This design comes from an exercise in tuning for small area and a short achievable clock period on the open sky130 flow, not from production work. In this exercise RTL edits were held to simulation tests only and were not proved equivalent to the original.

==> flow/design.v (outline; a module is shown in full before it is edited, if it fits) <==
// module real48_addsub: 49 lines
// module real48_mul: 13 lines
// module real48_div_rows: 67 lines
// module real48_add: 40 lines
// module real48_fa: 10 lines
// module real48_ha: 9 lines
// module real48_mul_core: 1729 lines
// module fp_format_converter: 279 lines
module fp_format_converter (
    input  wire        clk,
    input  wire        rst,
    input  wire        req_valid,
    input  wire [4:0]  req_op,
    input  wire [63:0] req_a,
    input  wire [63:0] req_b,
    output reg         rsp_valid,
    output reg  [2:0]  rsp_status,
    output reg  [63:0] rsp_data,
    output reg         rsp_flush
);
  // ...
==> flow/run.sh <==
#!/bin/bash
# synth_recipe.tcl (not shown) runs the flow's synth.tcl, then flattens the netlist and writes it again
# the make line also repeats each setting of config.mk as NAME=value (left out here)
make -C /OpenROAD-flow-scripts/flow DESIGN_CONFIG=/design/flow/config.mk WORK_HOME=/design/flow/orfs CLKGATE_MAP_FILE= SYNTH_SCRIPT=/design/flow/synth_recipe.tcl finish
==> flow/config.mk <==
export PLATFORM = sky130hd
export DESIGN_NAME = fp_format_converter
export DESIGN_NICKNAME = fp_format_converter
export VERILOG_FILES = /design/flow/design.v
export SDC_FILE = /design/flow/constraint.sdc
export NUM_CORES = 4
export LEC_CHECK = 0
export ABC_AREA = 1
export CAP_MARGIN = 20
export CORE_MARGIN = 2
export CORE_UTILIZATION = 35
export PLACE_DENSITY = 0.5
export SLEW_MARGIN = 20
==> flow/constraint.sdc <==
create_clock -name core_clock -period 110.0 [get_ports {clk}]
set_input_delay 22.0000 -clock core_clock [delete_from_list [all_inputs] [get_ports {clk}]]
set_output_delay 22.0000 -clock core_clock [all_outputs]
set_load 0.01 [all_outputs]
==> results.txt, run 1 <==
- Status: timing/DRC/antenna clean
- Antenna Cells: 28
- DRT antenna net count: 0
- Reg-to-Reg End: stg[5].ys[16]$_DFF_P_
- Tap Cells: 5428
- Footprint of the multi-input gates: 103000 um^2
- Yosys reg bits: 1193
- Seq_cells: 1193
- Vias: 123000
- Largest family of logic cells by synthesized area: adder cells
- Post-synthesis async set-or-reset flop share: 0%
- Largest class: multi-input combinational cells
- Core region area: 406000 um^2
- CP endpoint: rsp_data[3]
- Sequential fraction of the synthesis area: 16.7%
- Vias in the first global route: 124000
- Crit. End Element: output port
- Main synth FF type: dfxtp_1
- CP max stage cell: clkdlybuf4s50_1
- Hold Crit Endpoint: stg[4].pay[39]$_DFF_P_
- # nets final: 19800
- Initial Utilization: 35.1%
- IO buf count: 188
- Worst EP required: 88.00 ns
- Netlist cell types: 93
- Synth Cell Area: 143000 um^2
- Inst Count DP: 22300
- Multi-input combinational area share: 66.0%
==> module fp_format_converter, before the edit <==
module fp_format_converter (
    input  wire        clk,
    input  wire        rst,
    input  wire        req_valid,
    input  wire [4:0]  req_op,
    input  wire [63:0] req_a,
    input  wire [63:0] req_b,
    output reg         rsp_valid,
    output reg  [2:0]  rsp_status,
    output reg  [63:0] rsp_data,
    output reg         rsp_flush
);
    localparam [2:0] ST_OK    = 3'd0,
                     ST_NAN   = 3'd1,
                     ST_INF   = 3'd2,
                     ST_RANGE = 3'd3,
                     ST_ILL   = 3'd5;
    localparam integer NS = 6;
    function integer rows;
        input integer st;
        begin
            case (st)
                1: rows = 4;
                2: rows = 5;
                3: rows = 5;
                4: rows = 5;
                5: rows = 5;
                default: rows = 4;
            endcase
        end
    endfunction
    function integer rows_to;    
        input integer st;
        integer k;
        begin
            rows_to = 0;
            for (k = 1; k <= st; k = k + 1) rows_to = rows_to + rows(k);
        end
    endfunction
    localparam integer N1 = 4;
    reg        v1;
    reg [4:0]  op1;
    reg [63:0] a1;
    reg [47:0] b1;
    always @(posedge clk) begin
        if (rst) v1 <= 1'b0;
        else     v1 <= req_valid;
        op1 <= req_op;
        a1  <= req_a;
        b1  <= req_b[47:0];
    end
    wire [47:0] w  = a1[47:0];
    wire [47:0] v  = b1;
    wire        wz = (w[46:39] == 8'd0);
    wire        vz = (v[46:39] == 8'd0);
    wire        w_ge_v;
    wire [46:0] w_m_v;
    real48_add #(.W(47)) u_cmp (.a(w[46:0]), .b(~v[46:0]), .cin(1'b1), .s(w_m_v), .cout(w_ge_v));
    wire        w_eq_v = (w[46:0] == v[46:0]);
    reg lt, gt;
    always @* begin
        if (wz && vz) begin
            lt = 1'b0; gt = 1'b0;
        end else if (wz) begin
            lt = ~v[47]; gt = v[47];
        end else if (vz) begin
            lt = w[47]; gt = ~w[47];
        end else if (w[47] != v[47]) begin
            lt = w[47]; gt = v[47];
        end else begin
            lt = w[47] ? (w_ge_v & ~w_eq_v) : ~w_ge_v;
            gt = w[47] ? ~w_ge_v : (w_ge_v & ~w_eq_v);
        end
    end
    wire [7:0]  x_e = a1[30:23];
    wire [22:0] x_f = a1[22:0];
    wire [10:0] y_e = a1[62:52];
    wire [51:0] y_f = a1[51:0];
    wire [11:0] y_e48 = {1'b0, y_e} - 12'd894;
    wire              as_zero, as_sign, as_inc;
    wire signed [9:0] as_e;
    wire [38:0]       as_kept;
    real48_addsub u_addsub (
        .a(w), .b(v), .sub(op1[0]), .a_ge_b(w_ge_v),
        .zero(as_zero), .sign(as_sign), .e_pre(as_e), .kept(as_kept), .inc(as_inc)
    );
    wire        mu_top, mu_inc;
    wire [38:0] mu_kept;
    real48_mul u_mul (.fa(w[38:0]), .fb(v[38:0]), .top(mu_top), .kept(mu_kept), .inc(mu_inc));
    wire signed [9:0] mu_e = $signed({2'b00, w[46:39]}) + $signed({2'b00, v[46:39]})
                           - 10'sd129 + $signed({9'd0, mu_top});
    wire signed [9:0] dv_e = $signed({2'b00, w[46:39]}) - $signed({2'b00, v[46:39]}) + 10'sd128;
    wire is_div   = ~op1[4] & (op1[3:0] == 4'h9);
    wire is_arith = ~op1[4] & ((op1[3:0] == 4'h6) | (op1[3:0] == 4'h7) | (op1[3:0] == 4'h8) | (op1[3:0] == 4'h9));
    reg [2:0]  st_n;
    reg [63:0] data_n;
    reg        fl_n;
    always @* begin
        st_n   = ST_OK;
        data_n = 64'd0;
        fl_n   = 1'b0;
        if (op1[4]) begin
            st_n = ST_ILL;
        end else begin
            case (op1[3:0])
                4'h0: begin  
                    if (x_e == 8'hFF)
                        st_n = (x_f != 23'd0) ? ST_NAN : ST_INF;
                    else if (x_e == 8'h00)
                        fl_n = (x_f != 23'd0);
                    else if (x_e == 8'hFE)
                        st_n = ST_RANGE;
                    else
                        data_n = {16'd0, a1[31], x_e + 8'd2, x_f, 16'd0};
                end
                4'h1: begin  
                    if (y_e == 11'h7FF)
                        st_n = (y_f != 52'd0) ? ST_NAN : ST_INF;
                    else if (y_e == 11'h000)
                        fl_n = (y_f != 52'd0);
                    else if (y_e < 11'd895 || y_e > 11'd1149)
                        st_n = ST_RANGE;
                    else
                        data_n = {16'd0, a1[63], y_e48[7:0], y_f[51:13]};
                end
                4'h2: begin  
                    if (wz)
                        data_n = 64'd0;
                    else if (w[46:39] <= 8'd2)
                        st_n = ST_RANGE;
                    else
                        data_n = {32'd0, w[47], w[46:39] - 8'd2, w[38:16]};
                end
                4'h3: begin  
                    if (!wz) data_n = {w[47], {3'd0, w[46:39]} + 11'd894, w[38:0], 13'd0};
                end
                4'h4: data_n = {16'd0, w[47] ^ ~wz, w[46:0]};   
                4'h5: data_n = {16'd0, w};                      
                4'h6, 4'h7:                                     
                    data_n = {4'd0, as_zero, as_inc, as_e, as_sign, 8'd0, as_kept};
                4'h8:                                           
                    data_n = {4'd0, wz | vz, mu_inc, mu_e, w[47] ^ v[47], 8'd0, mu_kept};
                4'h9:                                           
                    data_n = {3'd0, vz, wz, 1'b0, dv_e, w[47] ^ v[47], 47'd0};
                4'hA: data_n = {63'd0, lt};                     
                4'hB: data_n = {63'd0, gt};                     
                4'hC: data_n = {63'd0, ~wz};                    
                4'hD: data_n = 64'h0000_0080_0000_0000;         
                4'hE: data_n = 64'h0000_7FFF_FFFF_FFFF;         
                default: data_n = 64'h0000_2D00_0000_0000;      
            endcase
        end
    end
    wire [42:0] ys_s1, yc_s1;
    wire [3*N1-1:0] q_s1;
    real48_div_rows #(.N(N1), .FIRST(1)) u_rows1 (
        .ys_in({3'b000, 1'b1, w[38:0]}), .yc_in(43'd0), .dm({1'b1, v[38:0]}),
        .ys_out(ys_s1), .yc_out(yc_s1), .q_out(q_s1)
    );
    wire [67:0] pay1 = is_div ? {1'b0, w[47] ^ v[47], dv_e, wz, vz, v[38:0], 3'b000, q_s1}
                              : {st_n, fl_n, data_n};
    genvar b;
    generate for (b = 1; b < NS; b = b + 1) begin : stg
        localparam integer PW = 68 + 3 * (rows_to(b) - N1);
        reg          vld, ar, dv;
        reg [42:0]   ys, yc;
        reg [PW-1:0] pay;
        if (b == 1) begin : s1
            always @(posedge clk) begin
                if (rst) vld <= 1'b0;
                else     vld <= v1;
                ar <= is_arith; dv <= is_div;
                ys <= ys_s1; yc <= yc_s1; pay <= pay1;
            end
        end else begin : sn
            localparam integer PP = 68 + 3 * (rows_to(b - 1) - N1);
            localparam integer NR = rows(b);
            wire [42:0]     ys_n, yc_n;
            wire [3*NR-1:0] q_n;
            real48_div_rows #(.N(NR)) u_rows (
                .ys_in(stg[b-1].ys), .yc_in(stg[b-1].yc),
                .dm({1'b1, stg[b-1].pay[PP-15 -: 39]}),
                .ys_out(ys_n), .yc_out(yc_n), .q_out(q_n)
            );
            always @(posedge clk) begin
                if (rst) vld <= 1'b0;
                else     vld <= stg[b-1].vld;
                ar <= stg[b-1].ar; dv <= stg[b-1].dv;
                ys <= ys_n; yc <= yc_n; pay <= {stg[b-1].pay, q_n};
            end
        end
    end endgenerate
    localparam integer PL = 68 + 3 * (rows_to(NS - 1) - N1);
    localparam integer NL = rows(NS);
    wire [PL-1:0]   payl = stg[NS-1].pay;
    wire            vl   = stg[NS-1].vld;
    wire            arl  = stg[NS-1].ar;
    wire            dvl  = stg[NS-1].dv;
    wire [42:0]     ys_l, yc_l;
    wire [3*NL-1:0] q_l;
    real48_div_rows #(.N(NL)) u_rowsl (
        .ys_in(stg[NS-1].ys), .yc_in(stg[NS-1].yc), .dm({1'b1, payl[PL-15 -: 39]}),
        .ys_out(ys_l), .yc_out(yc_l), .q_out(q_l)
    );
    wire [83:0] qd = {payl[3*(rows_to(NS-1)) - 1 : 0], q_l};
    wire [42:0] rem;
    wire        rem_co;
    real48_add #(.W(43)) u_rem (.a(ys_l), .b(yc_l), .cin(1'b0), .s(rem), .cout(rem_co));
    wire [63:0] d4 = payl[PL-5 -: 64];
    wire [2:0]  st4 = payl[PL-1 -: 3];
    wire        fl4 = payl[PL-4];
    reg        vx, arx, dvx;
    reg [97:0] resx;
    always @(posedge clk) begin
        if (rst) vx <= 1'b0;
        else     vx <= vl;
        arx  <= arl;
        dvx  <= dvl;
        resx <= dvl ? {payl[PL-2 -: 13], qd, rem[42]} : {st4, fl4, d4, 30'd0};
    end
    wire [83:0] qdx = resx[84:1];
    reg  [55:0] qp, qn;
    integer m;
    always @* begin
        for (m = 0; m < 28; m = m + 1) begin
            qp[2*m +: 2] = qdx[3*m+2] ? 2'b00 : qdx[3*m +: 2];
            qn[2*m +: 2] = qdx[3*m+2] ? qdx[3*m +: 2] : 2'b00;
        end
    end
    wire [55:0] quo;
    wire        quo_co;
    real48_add #(.W(56)) u_quo (.a(qp), .b(~qn), .cin(~resx[0]), .s(quo), .cout(quo_co));
    wire        d_top  = quo[54];
    wire [38:0] d_kept = d_top ? quo[53:15] : quo[52:14];
    wire        d_inc  = d_top ? (&quo[14:1]) : (&quo[13:0]);
    wire        d_sign = resx[97];
    wire [9:0]  d_e    = resx[96:87];
    wire        d_za   = resx[86];
    wire        d_zb   = resx[85];
    wire [63:0]       dx     = resx[93:30];
    wire              x_zero = dvx ? d_za : dx[59];
    wire              x_sign = dvx ? d_sign : dx[47];
    wire              x_inc  = dvx ? d_inc : dx[58];
    wire [38:0]       x_kept = dvx ? d_kept : dx[38:0];
    wire signed [9:0] x_exp  = dvx ? $signed(d_e) + $signed({9'd0, d_top}) : $signed(dx[57:48]);
    wire              zbx    = dvx & d_zb;
    wire [39:0]       man_r;
    wire              man_co;
    real48_add #(.W(40)) u_inc (.a({1'b0, x_kept}), .b(40'd0), .cin(x_inc), .s(man_r), .cout(man_co));
    wire signed [9:0] e48   = x_exp + $signed({9'd0, man_r[39]});
    reg [2:0]  st_f;
    reg [63:0] data_f;
    reg        fl_f;
    always @* begin
        st_f   = resx[97:95];
        fl_f   = resx[94];
        data_f = dx;
        if (arx) begin
            fl_f   = 1'b0;
            st_f   = ST_OK;
            data_f = 64'd0;
            if (zbx)
                st_f = x_zero ? ST_NAN : ST_INF;
            else if (x_zero)
                data_f = 64'd0;
            else if (e48 < 10'sd1 || e48 > 10'sd255)
                st_f = ST_RANGE;
            else
                data_f = {16'd0, x_sign, e48[7:0], man_r[38:0]};
        end
    end
    always @(posedge clk) begin
        if (rst) rsp_valid <= 1'b0;
        else     rsp_valid <= vx;
        rsp_status <= st_f;
        rsp_data   <= data_f;
        rsp_flush  <= fl_f;
    end
endmodule
==> run 2, diff against run 1 <==
--- a/flow/design.v
+++ b/flow/design.v
@@ -1939,3 +1939,3 @@
             case (st)
-                1: rows = 4;
+                1: rows = 5;
                 2: rows = 5;
@@ -1944,3 +1944,3 @@
                 5: rows = 5;
-                default: rows = 4;
+                default: rows = 3;
             endcase
@@ -1956,3 +1956,3 @@
     endfunction
-    localparam integer N1 = 4;
+    localparam integer N1 = 5;
     reg        v1;
@@ -2076,3 +2076,3 @@
     );
-    wire [67:0] pay1 = is_div ? {1'b0, w[47] ^ v[47], dv_e, wz, vz, v[38:0], 3'b000, q_s1}
+    wire [67:0] pay1 = is_div ? {1'b0, w[47] ^ v[47], dv_e, wz, vz, v[38:0], q_s1}
                               : {st_n, fl_n, data_n};
@@ -2122,18 +2122,2 @@
     wire [83:0] qd = {payl[3*(rows_to(NS-1)) - 1 : 0], q_l};
-    wire [42:0] rem;
-    wire        rem_co;
-    real48_add #(.W(43)) u_rem (.a(ys_l), .b(yc_l), .cin(1'b0), .s(rem), .cout(rem_co));
-    wire [63:0] d4 = payl[PL-5 -: 64];
-    wire [2:0]  st4 = payl[PL-1 -: 3];
-    wire        fl4 = payl[PL-4];
-    reg        vx, arx, dvx;
-    reg [97:0] resx;
-    always @(posedge clk) begin
-        if (rst) vx <= 1'b0;
-        else     vx <= vl;
-        arx  <= arl;
-        dvx  <= dvl;
-        resx <= dvl ? {payl[PL-2 -: 13], qd, rem[42]} : {st4, fl4, d4, 30'd0};
-    end
-    wire [83:0] qdx = resx[84:1];
     reg  [55:0] qp, qn;
@@ -2142,9 +2126,12 @@
         for (m = 0; m < 28; m = m + 1) begin
-            qp[2*m +: 2] = qdx[3*m+2] ? 2'b00 : qdx[3*m +: 2];
-            qn[2*m +: 2] = qdx[3*m+2] ? qdx[3*m +: 2] : 2'b00;
+            qp[2*m +: 2] = qd[3*m+2] ? 2'b00 : qd[3*m +: 2];
+            qn[2*m +: 2] = qd[3*m+2] ? qd[3*m +: 2] : 2'b00;
         end
     end
+    wire [42:0] rem;
+    wire        rem_co;
+    real48_add #(.W(43)) u_rem (.a(ys_l), .b(yc_l), .cin(1'b0), .s(rem), .cout(rem_co));
     wire [55:0] quo;
     wire        quo_co;
-    real48_add #(.W(56)) u_quo (.a(qp), .b(~qn), .cin(~resx[0]), .s(quo), .cout(quo_co));
+    real48_add #(.W(56)) u_quo (.a(qp), .b(~qn), .cin(~rem[42]), .s(quo), .cout(quo_co));
     wire        d_top  = quo[54];
@@ -2152,17 +2139,29 @@
     wire        d_inc  = d_top ? (&quo[14:1]) : (&quo[13:0]);
-    wire        d_sign = resx[97];
-    wire [9:0]  d_e    = resx[96:87];
-    wire        d_za   = resx[86];
-    wire        d_zb   = resx[85];
-    wire [63:0]       dx     = resx[93:30];
-    wire              x_zero = dvx ? d_za : dx[59];
-    wire              x_sign = dvx ? d_sign : dx[47];
-    wire              x_inc  = dvx ? d_inc : dx[58];
-    wire [38:0]       x_kept = dvx ? d_kept : dx[38:0];
-    wire signed [9:0] x_exp  = dvx ? $signed(d_e) + $signed({9'd0, d_top}) : $signed(dx[57:48]);
-    wire              zbx    = dvx & d_zb;
+    wire [63:0] d4 = payl[PL-5 -: 64];
+    wire [2:0]  st4 = payl[PL-1 -: 3];
+    wire        fl4 = payl[PL-4];
+    wire        d_sign = payl[PL-2];
+    wire [9:0]  d_e    = payl[PL-3 -: 10];
+    wire        d_za   = payl[PL-13];
+    wire        d_zb   = payl[PL-14];
+    wire        f_zero = dvl ? d_za : d4[59];
+    wire        f_sign = dvl ? d_sign : d4[47];
+    wire        f_inc  = dvl ? d_inc : d4[58];
+    wire [38:0] f_kept = dvl ? d_kept : d4[38:0];
+    wire signed [9:0] f_e = dvl ? $signed(d_e) + $signed({9'd0, d_top}) : $signed(d4[57:48]);
+    reg        vx, arx, zbx;
+    reg [67:0] resx;
+    always @(posedge clk) begin
+        if (rst) vx <= 1'b0;
+        else     vx <= vl;
+        arx  <= arl;
+        zbx  <= dvl & d_zb;
+        resx <= arl ? {4'd0, 4'd0, f_zero, f_inc, f_e, f_sign, 8'd0, f_kept} : {st4, fl4, d4};
+    end
+    wire [63:0]       dx    = resx[63:0];
+    wire              x_zero = dx[59];
     wire [39:0]       man_r;
     wire              man_co;
-    real48_add #(.W(40)) u_inc (.a({1'b0, x_kept}), .b(40'd0), .cin(x_inc), .s(man_r), .cout(man_co));
-    wire signed [9:0] e48   = x_exp + $signed({9'd0, man_r[39]});
+    real48_add #(.W(40)) u_inc (.a({1'b0, dx[38:0]}), .b(40'd0), .cin(dx[58]), .s(man_r), .cout(man_co));
+    wire signed [9:0] e48   = $signed(dx[57:48]) + $signed({9'd0, man_r[39]});
     reg [2:0]  st_f;
@@ -2171,4 +2170,4 @@
     always @* begin
-        st_f   = resx[97:95];
-        fl_f   = resx[94];
+        st_f   = resx[67:65];
+        fl_f   = resx[64];
         data_f = dx;
@@ -2185,3 +2184,3 @@
             else
-                data_f = {16'd0, x_sign, e48[7:0], man_r[38:0]};
+                data_f = {16'd0, dx[47], e48[7:0], man_r[38:0]};
         end
==> run 2 against run 1 <==
Effect of this change:
- wire length is 0.37% lower
- global-route usage grew 0.36 points
- highest routed layer unchanged
- non-clock buffer count up 5
- final cell count is 1.5% lower
- worst hold slack improved by 0.0095 ns
- clock skew barely moved
==> results.txt, run 2 <==
- Hold Vio Cnt, Final: 0 (unchanged)
- Core region area: 402000 um^2 (was 406000 um^2)
- Initial Utilization: 35.1% (about the same)
- HP Class: flip-flop to flip-flop (unchanged)
- Vias per cell: 5.49 (was 5.46)
- DRT Pass-1 Iters: 7 (was 6)
- Setup Fix Bufs, Post-CTS: 0 (unchanged)
- Status: timing/DRC/antenna clean (unchanged)
- Final setup vio count: 0 (unchanged)
- CTS tree: built (unchanged)
- Number of flops mapped to enable cells by yosys: 0 (unchanged)
- # nets final: 19600 (was 19800)
- Slowest stage delay, CP: 0.58 ns (was 0.56 ns)
- Clock Latency Late Sink: 0.89 ns (was 0.90 ns)
- Synth Cell Area: 141000 um^2 (was 143000 um^2)
- All-layer global routing usage: 27.6% (was 27.3%)
- Max reg flops: 490 (unchanged)
- Layout overhead on the synthesized area: 9.06% (was 8.97%)
- Max-Cap Viols: 0 (unchanged)
- Biggest regs: stg.pay (490), stg.ys (205), stg.yc (195) (unchanged)
- F_max: 42.1 MHz (about the same)
- Post-synthesis async set-or-reset flop share: 0% (unchanged)
- Worst EP required: 88.00 ns (about the same)
- Routed WL: 572000 um (was 574000 um)
- Largest net degree at the start of global routing: 81 (was 77)
- Mapped Nets: 19900 (was 20100)
- DRC: 0 (unchanged)
- Synth Instances: 17100 (was 17300)
- CTS Sinks: 1163 (was 1193)
- Most Used Layer, Global Route: met2 (unchanged)
- Slew Viols, Final: 0 (unchanged)
- Kind of critical path: flip-flop to output port (unchanged)
- First-pass GRT wire length: 838000 um (was 843000 um)
- Drt wl/cell: 25.8 um (was 25.5 um)
- Die span in x: 639 um (was 642 um)
- M2 GR Usage: 43.8% (was 44.1%)
- Top cells by area, synth: fa_1 25%, dfxtp_1 17%, xor2_1 12%, o22ai_1 8.4%, ha_1 8.4% (was fa_1 25%, dfxtp_1 17%, xor2_1 12%, o22ai_1 8.3%, ha_1 8.3%)
- Cell Chain, Critical Path: clkdlybuf4s50_1 (unchanged)
- Met3 Use GR: 5.98% (was 5.94%)
- GRT Residual Overflow: 0 (unchanged)
- Clock-pin slew on the worst setup and hold paths: 0.06 ns (about the same)
- Most frequent cells in the layout: 2925 x inv_1, 2002 x xor2_1, 1891 x o22ai_1, 1828 x nand2_1, 1760 x fa_1 (was 2992 x inv_1, 1954 x xor2_1, 1903 x o22ai_1, 1812 x nand2_1, 1760 x fa_1)
- Routability cong.: 1.02 (was 0.983)
- Met1 Use GR: 34.2% (was 32.8%)
- Layout cells sized above 1: 5.01% (was 5.24%)
- HPWL after detailed placement: 433000 um (was 434000 um)
- Main synth FF type: dfxtp_1 (unchanged)
- Hold WS: 0.253 ns (was 0.244 ns)
- Slew HR: 9.55% (was 12.0%)
- Count leader, synth: inv_1 (unchanged)
- Crit. End Element: output port (unchanged)
- DRT antenna net count: 0 (unchanged)
- Netlist cell types: 83 (was 93)
- Setup TNS: 0 ns (unchanged)
- Warnings from Yosys: 11 (unchanged)
- Clk buf depth: 4 (unchanged)
- RSZ-0062 raised after global routing: false (unchanged)
- DIE HEIGHT: 639 um (was 642 um)
- Post-CTS Resized: 0 (unchanged)
- Clock root buffer: clkbuf_16 (unchanged)
- Vias in the first global route: 123000 (was 124000)
- Sequential fraction of the synthesis area: 16.5% (was 16.7%)
- WP buf/inv: 1 (unchanged)
- Antenna violations before repair: 35 (was 28)
- Hold Buf Count CTS: 0 (unchanged)
- Synth cell count leaders: 2937 x inv_1, 2003 x xor2_1, 1891 x o22ai_1, 1834 x nand2_1, 1760 x fa_1 (was 3004 x inv_1, 1955 x xor2_1, 1903 x o22ai_1, 1815 x nand2_1, 1760 x fa_1)
- Syn Area/Cell: 8.27 um^2 (was 8.26 um^2)
- Cell taking the most area after synthesis: fa_1 (unchanged)
- CTS Buf Count: 145 (unchanged)
- Reg with most FFs: stg.pay (unchanged)
- DIE AREA: 408000 um^2 (was 413000 um^2)
- CP arrival: 1.77 ns (about the same)
- Tmin final: 23.77 ns (about the same)
- IO buf count: 188 (unchanged)
- Util after Layout: 38.3% (about the same)
- Worst slew pin tran: 1.34 ns (was 1.29 ns)
- Commonest non-fill, non-tap cell in the layout: inv_1 (unchanged)
- IO Pins: 205 (unchanged)
- Critical path peak fanout: 1 (unchanged)
- Setup Skew: 0.106 ns (about the same)
- Final cycle utilization of the critical path: 21.6% (about the same)
- Delay-heaviest family, CP: buffers and inverters (unchanged)
- Yosys reg bits: 1163 (was 1193)
- CP max stage cell: clkdlybuf4s50_1 (unchanged)
- Share of the synthesized area in the top cell type: 25.0% (was 24.7%)
- Setup crit start kind: flip-flop (unchanged)
- H-tree levels: 4 (unchanged)
- Vias: 122000 (was 123000)
- Cell Rows: 233 (was 234)
- Starting DRT DRC Count: 11400 (was 11600)
run 2: final cells by class:
type	instances	area (um^2)
Clock inverter	70	896
Antenna cell	22	55.1
Timing Repair Buffer	569	4770
Sequential cell	1163	23300
Clock buffer	190	4050
Fill cell	41600	248000
Multi-Input combinational cell	11700	102000
Inverter	3195	12000
Tap cell	5287	6620
run 2: per-stage QoR:
step	instance area, um^2	instances	setup WS [ns]
floorplan	141000	17100	87.61
global placement	149000	21900	87.10
detailed placement	149000	21900	87.10
CTS	154000	22200	86.14
global route	154000	22200	85.86
finish	154000	22200	86.23
run 2: per-layer routing:
| layer | wire [um] | vias up |
|---|---|---|
| met2 | 253000 | 5700 |
| met3 | 49700 | 1644 |
| met4 | 43500 | 18 |
| met1 | 226000 | 59800 |
| met5 | 331 | - |
| li1 | - | 54800 |
run 2: cell families (layout without fill, tap and decap cells):
kind of cell | count (synthesis) | count (layout) | synth area share, %
AO/OA/AOI/OAI | 3394 | 3394 | 14.7
XOR/XNOR | 2211 | 2211 | 13.7
adder cells (fa/ha/maj) | 2703 | 2703 | 33.3
buffers and inverters | 4182 | 4024 | 11.3
flip-flops | 1163 | 1163 | 16.5
multiplexers | 9 | 9 | 0.0674
other | 0 | 22 | 0
AND/OR/NAND/NOR | 3400 | 3400 | 10.3
run 2: path summary, 6_finish.rpt:
path,start,to,slack [ns],depth (start not counted)
hold / removal,stg[4].pay[104]$_DFF_P_,stg[5].pay[119]$_DFF_P_,0.25,0
setup / recovery,rsp_data[21]$_DFF_P_,rsp_data[21],86.23,1
hold reg to reg,stg[4].pay[104]$_DFF_P_,stg[5].pay[119]$_DFF_P_,0.25,0
setup reg to reg,stg[3].pay[82]$_DFF_P_,stg[4].ys[25]$_DFF_P_,87.72,114
==> run 3, diff against run 2 <==
--- a/flow/config.mk
+++ b/flow/config.mk
@@ -10,4 +10,4 @@
 export CORE_MARGIN = 2
-export CORE_UTILIZATION = 35
-export PLACE_DENSITY = 0.5
+export CORE_UTILIZATION = 50
+export PLACE_DENSITY = 0.62
 export SLEW_MARGIN = 20
==> run 3 against run 2 <==
Effect of this change:
- non-clock buffer count decreased by 17
- first-iteration DRC count is 16% higher
- via count up 1.1%
- worst hold slack gained 0.061 ns
- clock-buffer cell count down 38
- design area is 1.9% lower
- synthesized area stayed put
- critical path depth did not move
==> results.txt, run 3 <==
- Largest family of logic cells by synthesized area: adder cells (unchanged)
- Core region area: 282000 um^2 (was 402000 um^2)
- Layout cells sized above 1: 4.69% (was 5.01%)
- Max-Cap Viols: 0 (unchanged)
- Hold path start: stg[4].pay[51]$_DFF_P_ (was stg[4].pay[104]$_DFF_P_)
- Post-Synth Simple-Gate Area: 10.3% (unchanged)
- F_max: 42.0 MHz (was 42.1 MHz)
- Largest net degree at the start of global routing: 81 (unchanged)
- Worst reg2reg path depth: 112 (was 114)
- Xor and xnor area share after synthesis: 13.7% (unchanged)
- Hold Vio Cnt, Final: 0 (unchanged)
- CTS Buf Count: 119 (was 145)
- Delay-heaviest family, CP: buffers and inverters (unchanged)
- IO Pins: 205 (unchanged)
- Synth cell count leaders: 2937 x inv_1, 2003 x xor2_1, 1891 x o22ai_1, 1834 x nand2_1, 1760 x fa_1 (unchanged)
- IO buf count: 188 (unchanged)
- All-layer global routing usage: 36.8% (was 27.6%)
- Worst EP required: 88.00 ns (about the same)
- Tmin final: 23.78 ns (was 23.77 ns)
- Biggest regs: stg.pay (490), stg.ys (205), stg.yc (195) (unchanged)
- Netlist cell types: 83 (unchanged)
- WP buf/inv: 1 (unchanged)
- H-tree levels: 3 (was 4)
- Mux share of post-synthesis cell area: 0.0674% (unchanged)
- Worst reg2reg startpoint: stg[1].pay[53]$_DFF_P_ (was stg[3].pay[82]$_DFF_P_)
- Worst hold stages: 0 (unchanged)
- CP arrival: 1.78 ns (was 1.77 ns)
- DRT Pass-1 Iters: 9 (was 7)
- Die span in x: 535 um (was 639 um)
- Vias: 123000 (was 122000)
- Share of the synthesized area in the top cell type: 25.0% (unchanged)
- DIE AREA: 286000 um^2 (was 408000 um^2)
- Setup Fix Bufs, Post-CTS: 0 (unchanged)
- Post-synthesis async set-or-reset flop share: 0% (unchanged)
- Kind of critical path: flip-flop to output port (unchanged)
- Drt wl/cell: 25.8 um (about the same)
- First-pass GRT wire length: 789000 um (was 838000 um)
- HPWL after detailed placement: 404000 um (was 433000 um)
- Yosys reg bits: 1163 (unchanged)
- Setup TNS: 0 ns (unchanged)
- Count leader, synth: inv_1 (unchanged)
- Mapped Nets: 19900 (unchanged)
- Slew Viols, Final: 0 (unchanged)
- Antenna violations before repair: 39 (was 35)
- CP max stage cell: clkdlybuf4s50_1 (unchanged)
- DRT antenna net count: 0 (unchanged)
- Slowest stage delay, CP: 0.66 ns (was 0.58 ns)
- Synth Instances: 17100 (unchanged)
- Util after Layout: 53.6% (was 38.3%)
- Hold Crit Endpoint: stg[5].pay[66]$_DFF_P_ (was stg[5].pay[119]$_DFF_P_)
- Initial Utilization: 50.1% (was 35.1%)
- RSZ-0062 raised after global routing: false (unchanged)
- R2R setup slack: 86.99 ns (was 87.72 ns)
- Status: timing/DRC/antenna clean (unchanged)
- Vias in the first global route: 123000 (about the same)
- Reg-to-Reg End: stg[2].ys[8]$_DFF_P_ (was stg[4].ys[25]$_DFF_P_)
- CTS tree: built (unchanged)
- Top cells by area, synth: fa_1 25%, dfxtp_1 17%, xor2_1 12%, o22ai_1 8.4%, ha_1 8.4% (unchanged)
- Clock Latency Late Sink: 0.83 ns (was 0.89 ns)
- Starting DRT DRC Count: 13200 (was 11400)
- Post-CTS Resized: 0 (unchanged)
- Synth Cell Area: 141000 um^2 (unchanged)
- Max reg flops: 490 (unchanged)
- Final std cells w/o fill: 20600 (was 22200)
- Synth Area in Adders: 33.3% (unchanged)
- Setup Skew: 0.110 ns (was 0.106 ns)
- Cell Rows: 195 (was 233)
- Syn Area/Cell: 8.27 um^2 (unchanged)
- Routed WL: 532000 um (was 572000 um)
- Final setup vio count: 0 (unchanged)
- Clock-pin slew on the worst setup and hold paths: 0.07 ns (was 0.06 ns)
- Cell taking the most area after synthesis: fa_1 (unchanged)
- Most frequent cells in the layout: 2931 x inv_1, 2002 x xor2_1, 1891 x o22ai_1, 1828 x nand2_1, 1760 x fa_1 (was 2925 x inv_1, 2002 x xor2_1, 1891 x o22ai_1, 1828 x nand2_1, 1760 x fa_1)
- CTS Sinks: 1163 (unchanged)
- Slew HR: 5.48% (was 9.55%)
- Clk buf depth: 3 (was 4)
- Commonest non-fill, non-tap cell in the layout: inv_1 (unchanged)
- Sequential fraction of the synthesis area: 16.5% (unchanged)
- Setup crit start kind: flip-flop (unchanged)
- Crit. End Element: output port (unchanged)
- Main synth FF type: dfxtp_1 (unchanged)
- Layout overhead on the synthesized area: 6.99% (was 9.06%)
- DRC: 0 (unchanged)
- Vias per cell: 5.98 (was 5.49)
- # nets final: 19600 (about the same)
- Number of flops mapped to enable cells by yosys: 0 (unchanged)
- Warnings from Yosys: 11 (unchanged)
- Reg with most FFs: stg.pay (unchanged)
- Worst slew pin tran: 1.42 ns (was 1.34 ns)
- Synth Area in Compound Gates: 14.7% (unchanged)
- Routability cong.: 1.12 (was 1.02)
- Critical path peak fanout: 1 (unchanged)
- HP Class: flip-flop to flip-flop (unchanged)
- Inst Count DP: 20400 (was 21900)
- Fill count: 26800 (was 41600)
- Cell Chain, Critical Path: clkdlybuf4s50_1 (unchanged)
- Crit. Startpoint: rsp_data[19]$_DFF_P_ (was rsp_data[21]$_DFF_P_)
- DIE HEIGHT: 535 um (was 639 um)
- Final cycle utilization of the critical path: 21.6% (about the same)
- Clock root buffer: clkbuf_16 (unchanged)
- GRT Residual Overflow: 0 (unchanged)
- Hold Buf Count CTS: 0 (unchanged)
run 3: cell counts after synthesis:
No cell type changed its count.
run 3: per-stage QoR:
step	hold slack, ns	cell area (um^2)	worst slack (ns)
2_1_floorplan	0.310	141000	87.61
3_3_place_gp	0.310	147000	87.09
3_5_place_dp	0.312	147000	87.09
4_1_cts	0.318	151000	86.20
5_1_grt	0.326	151000	85.04
6_report	0.314	151000	86.22
run 3: routing by layer:
metal	GRT usage, %	up-vias	share of wire (%)
met4	26.5	20	8.9
met3	11.0	2091	11
met5	0	-	0.024
met2	56.8	6827	43
li1	-	54700	-
met1	43.5	59600	37
run 3: cells by family after synthesis:
kind of cell,after synthesis
muxes,9
and+or+nand+nor,3400
xor gates and xnor gates,2211
AOI/OAI and AO/OA,3394
buffers and inverters,4182
DFF,1163
adders and majority gates,2703
run 3: layout make-up:
type / instances / area, um^2 / share of cell area, %
multi-input cells: 11700 / 102000 / 67.7
flip-flops and latches: 1163 / 23300 / 15.4
well taps: 3743 / 4680 / 3.10
clock inverters: 65 / 835 / 0.553
diodes: 28 / 70.1 / 0.0464
inverters: 3195 / 12000 / 7.95
clock buffers: 152 / 3280 / 2.17
repair buffers: 552 / 4630 / 3.07
run 3: worst max path at each step:
stage | slack (ns) | end | cells after the start
6_report | 86.22 | rsp_data[19] | 1
5_1_grt | 85.04 | stg[2].ys[9]$_DFF_P_ | 112
4_1_cts | 86.20 | rsp_data[19] | 1
3_5_place_dp | 87.09 | rsp_data[29] | 1
3_3_place_gp | 87.09 | rsp_data[29] | 1
2_1_floorplan | 87.61 | rsp_valid$_SDFF_PP0_ | 2

==> static timing again, ports no longer ideal <==
How much do the figures lean on ideal ports? The routed layouts below were timed once more, with nothing changed but the port constraints.
Step 1: set_driving_cell puts a clkbuf_16 on clk and a buf_2 on each other input, an assumption about the parent block.
Step 2 also shifts input and output timing later by t, the mid clock arrival at the registers, as if the neighbouring blocks saw the same clock.
Three values: ideal ports, drivers, drivers and shift; two values: the first two.
run | t, ns | setup slack, ns | hold slack, ns | worst setup path at the end
run 1 | 0.950 | 86.226 / 86.124 / 87.074 | 0.244 / 0.244 / 0.244 | register to output
run 2 | 0.951 | 86.235 / 86.124 / 87.075 | 0.253 / 0.253 / 0.253 | register to output
run 3 | 0.897 | 86.218 / 86.098 / 86.986 | 0.314 / 0.314 / 0.314 | register to register
After both steps every run listed still meets setup and hold.
